This design comes from an exercise in tuning for small area on the open sky130 flow, not from production work. The RTL was checked by simulation tests, not by an equivalence proof against the original design. The flow treats the clock pin as an ideal source. Dropping or thinning the clock tree relies on that and would not hold on a real chip. No activity file was given, so power comes from the tool's default toggle rates.

juniper:
==> flow/design.v <==
module ri_codec (
    input  wire        clk,
    input  wire        rst_n,
    input  wire        tick,          
    input  wire        edge_valid,    
    input  wire        edge_rising,   
    input  wire        uart_valid,    
    input  wire [7:0]  uart_data,
    output wire        ri_out,        
    output wire        input_en,      
    output wire        frame_active,  
    output wire        rx_valid,      
    output wire [11:0] rx_cmd,
    output wire        tx_valid,      
    output wire [15:0] tx_cmd
);
    reg  [15:0] pt;        
    reg  [3:0]  tk;        
    reg  [11:0] bbuf;      
    reg         fip;       
    reg  [2:0]  len;       
    reg         bad;       
    reg         lastx;     
    reg  [15:0] val;       
    reg         act;       
    reg         pin;       
    reg  [3:0]  ph;        
    reg  [1:0]  q;         
    wire       ph_hdr = (ph == 4'd0);
    wire       ph_trl = (ph == 4'd13);
    wire       bitv   = ph[1] ? (ph[0] ? val[13] : val[14])
                              : (ph[0] ? val[15] : val[12]);
    wire       c100 = pt[6] & pt[5] & pt[2];
    wire       c200 = pt[7] & pt[6] & pt[3];
    wire       c300 = pt[8] & pt[5] & pt[3] & pt[2];
    wire       c400 = pt[8] & pt[7] & pt[4];
    wire       hit  = act & (pin ? (ph_hdr ? c300 : c100)
                                 : (ph_hdr ? c400 : ((bitv & !ph_trl) ? c300 : c200)));
    wire       go_low      = hit & pin;
    wire       phase_end   = hit & !pin;
    wire       phase_start = phase_end & !ph_trl;
    wire       done        = phase_end & ph_trl;
    wire ev_frame = (q == 2'b01);
    wire ev_bit   = q[1];
    wire ev_uart  = len[2] & len[1];
    wire tx_start = ev_uart & !bad & !lastx;
    wire tk12     = (tk == 4'd12);
    wire tk13     = (tk == 4'd13);
    wire act_mid   = tx_start | (act & !done);
    wire armed_mid = act ? done : !tx_start;
    wire zero_pt   = tx_start | phase_start | done;
    wire [2:0] len_mid = ev_uart ? 3'd0 : len;
    wire       pt_lo = ~|pt[15:9];
    wire [8:0] x     = pt[8:0];
    wire       hdr   = pt_lo & (x >= 9'd251) & (x <= 9'd349);
    wire       bitw  = pt_lo & (x >= 9'd51) & (x <= 9'd249) & (x != 9'd150);
    wire       one   = x[7] & (x[6:0] >= 7'd23);
    wire edge_taken = edge_valid & !act_mid;
    wire edge_put   = edge_valid & !act & !tx_start & (edge_rising ? hdr : bitw);
    wire uart_taken = uart_valid & armed_mid;
    wire       is_x   = (uart_data == 8'h78);
    wire       is_dig = (uart_data[7:4] == 4'h3) & (uart_data[3:0] <= 4'd9);
    wire       is_let = (uart_data[7:6] == 2'b01) & (uart_data[4:3] == 2'b00) &
                        (uart_data[2:0] != 3'd0) & (uart_data[2:0] != 3'd7);
    wire [3:0] nib    = uart_data[6] ? {1'b0, uart_data[2:0]} + 4'd9 : uart_data[3:0];
    wire       rot    = phase_start & (ph[1:0] == 2'b00);
    wire        pt_clr = !rst_n | zero_pt | edge_taken;
    wire [15:0] pt_g   = pt & {16{!pt_clr}};
    wire [16:0] pt_c;
    assign pt_c[0] = tick & rst_n;
    genvar gi;
    generate
        for (gi = 0; gi < 16; gi = gi + 1) begin : g_pt
            assign pt_c[gi + 1] = pt_g[gi] & pt_c[gi];
        end
    endgenerate
    always @(posedge clk)
        pt <= pt_g ^ pt_c[15:0];
    always @(posedge clk) begin
        if (!rst_n) begin
            tk    <= 4'd0;
            fip   <= 1'b0;
            len   <= 3'd0;
            act   <= 1'b0;
            pin   <= 1'b0;
            q     <= 2'b00;
        end else begin
            act <= act_mid;
            if (tx_start) begin
                pin <= 1'b1;
            end else if (go_low) begin
                pin <= 1'b0;
            end else if (phase_start) begin
                pin <= 1'b1;
            end
            if (ev_frame) begin
                tk  <= 4'd0;
                fip <= 1'b1;
            end else if (ev_bit) begin
                if (tk12) begin
                    tk  <= 4'd13;
                    fip <= 1'b0;
                end else begin
                    tk  <= tk + 4'd1;
                end
            end else if (tk13) begin
                tk <= 4'd0;
            end
            q <= edge_put ? (edge_rising ? 2'b01 : {1'b1, one}) : 2'b00;
            len <= uart_taken ? len_mid + 3'd1 : len_mid;
        end
    end
    always @(posedge clk) begin
        if (tx_start)
            ph <= 4'd15;
        else if (phase_start || ph == 4'd15)
            ph <= ph + 4'd1;
        if (ev_bit)
            bbuf <= {bbuf[10:0], q[0]};
        if (uart_taken) begin
            lastx <= is_x;
            bad   <= !is_x & (!(is_dig | is_let) | (bad & (len_mid != 3'd0)));
        end
        if (rot)
            val <= {val[11:0], val[15:12]};
        else if (uart_taken)
            val <= is_x ? 16'd0 : {val[11:0], nib};
    end
    assign ri_out       = pin;
    assign input_en     = !act;
    assign frame_active = fip;
    assign rx_valid     = tk13;
    assign rx_cmd       = bbuf;
    assign tx_valid     = act & (ph == 4'd15);
    assign tx_cmd       = val;
endmodule
export LEC_CHECK = 0
export CAP_MARGIN = 20
export CORE_MARGIN = 2
export CORE_UTILIZATION = 70
export PLACE_DENSITY = 0.8
export SLEW_MARGIN = 20
create_clock -name core_clock -period 10.0 [get_ports {clk}]
standard.sh (not shown) runs the stock make flow with config.mk's settings and CLKGATE_MAP_FILE= SYNTH_SCRIPT=/design/flow/synth_recipe.tcl, a recipe that flattens the netlist after the stock synthesis.
==> flow/flow/run.sh <==
#!/bin/bash
# The standard layout (the standard.sh) with these changes:
#  - synthesis uses flow/synth.tcl: the standard synthesis script with an
#    area-oriented ABC script (flow/area.abc) for the logic mapping;
#  - the port buffers are the smallest buffer, buf_1, instead of the default;
#  - the clock tree is built by flow/manual_cts.tcl (a PRE_CTS_TCL hook): the
#    clock port drives 4 clkbuf_8, each driving one cluster of registers.
# Tool output goes to synth.log and standard.log here and to ORFS's logs.
set -euo pipefail
here=$(pwd)
export BUFFER_PORTS_ARGS="-buffer_cell sky130_fd_sc_hd__buf_1"
export PRE_CTS_TCL="$here/flow/manual_cts.tcl"
export MANUAL_CTS_CELL=sky130_fd_sc_hd__clkbuf_8
export MANUAL_CTS_COUNT=4
export MY_ABC_SCRIPT="$here/flow/area.abc"
sed "s#SYNTH_SCRIPT=[^ ]*#SYNTH_SCRIPT=$here/flow/synth.tcl#" standard.sh > own_synth.sh
grep -q "SYNTH_SCRIPT=$here/flow/synth.tcl" own_synth.sh
bash own_synth.sh synth > synth.log 2>&1
bash standard.sh > standard.log 2>&1
==> flow/flow/area.abc <==
&get -n
&st
&dc2
&dc2
&dc2
&dch -f
&nf -R 1000
&put
topo
==> flow/flow/synth.tcl <==
# The standard synthesis (synth_recipe.tcl, ORFS's synth.tcl) with two changes:
# - no adder extraction (ADDER_MAP_FILE emptied), so abc maps the adders and
#   counters as plain logic;
# - ORFS's abc call maps the logic with flow/area.abc, an area-oriented ABC
#   script, instead of abc_speed.script.
# Registers are mapped before abc by dfflibmap as in the standard synthesis,
# so they are unchanged.
set ::env(ADDER_MAP_FILE) ""
proc synth {args} { yosys synth -nofsm -noshare {*}$args }
proc abc {args} {
  set i [lsearch -exact $args -script]
  lset args [expr {$i + 1}] $::env(MY_ABC_SCRIPT)
  yosys abc {*}$args
}
source $::env(SCRIPTS_DIR)/synth.tcl
# left out here: clear keep_hierarchy, flatten, clean up, hide names made inside functions, write 1_2_yosys.v
Other scripts of this flow, unchanged in this note and not shown: flow/flow/manual_cts.tcl
The flow did not stop early for juniper: all stages ran, and the layout cleared the timing, DRC and antenna checks.
diff inputs: juniper => nickel
--- a/flow/flow/area.abc
+++ b/flow/flow/area.abc
@@ -3,3 +3,3 @@
 &dc2
-&dc2
+&synch2
 &dc2
==> flow/flow/synth.tcl <==
# The standard synthesis (synth_recipe.tcl, ORFS's synth.tcl) with one change:
# ORFS's abc call maps the logic with flow/area.abc, an area-oriented ABC
# script, instead of abc_speed.script. Registers are mapped before abc by
# dfflibmap as in the standard synthesis, so they are unchanged.
proc synth {args} { yosys synth -nofsm -noshare {*}$args }
proc abc {args} {
  set i [lsearch -exact $args -script]
  lset args [expr {$i + 1}] $::env(MY_ABC_SCRIPT)
  yosys abc {*}$args
}
source $::env(SCRIPTS_DIR)/synth.tcl
# left out here: clear keep_hierarchy, flatten, clean up, hide names made inside functions, write 1_2_yosys.v
Findings:
The run showing the greater wire length is nickel. nickel against juniper: detailed-routed wire length on met3 +about 5.5%; pin slew with the least headroom to its limit moved down. nickel — cell count 4.6% higher, juniper as reference. Taking juniper as the reference point, the share of power burned in combinational logic of nickel rises by 2.1 points. Relative to juniper, net switching share of the total power has increased by 0.90 points in nickel. nickel against juniper: starting density of the core went up by 0.66 points; post-route worst hold slack went up by 25 ps; synthesized netlist net count went up by about 16%. Looking at critical path's slowest cell, the and2_0 result is from nickel; the buf_1 one comes from juniper.
No run of this note takes its clock network from TritonCTS; it comes from the design's own scripts or RTL.

re-timing with driven ports:
No port has a modelled driver above. Below, the same layouts with a new extraction and two added sets of constraints. Step 1: set_driving_cell puts a clkbuf_16 on clk and a buf_2 on each other input, an assumption about the parent block. Step 2 times the ports against the registers' clock, not the clock port: input delays grow and output delays shrink by t, the midpoint of the rising clock arrivals with the driver on. Slacks: ideal / step 1 / step 2; pairs: ideal / step 1.
| run | t (ns) | slack for setup (ns) | worst slew at a driven data input, ns |
|---|---|---|---|
| juniper | 0.210 | 4.704 / 4.738 / 4.528 | 0.03 |
| nickel | 0.209 | 4.484 / 4.522 / 4.314 | 0.03 |
After both steps setup and hold are still met in every run listed. The setup slack of juniper, which loses most, moves by +0.034 ns with the drivers and by -0.176 ns with both steps.
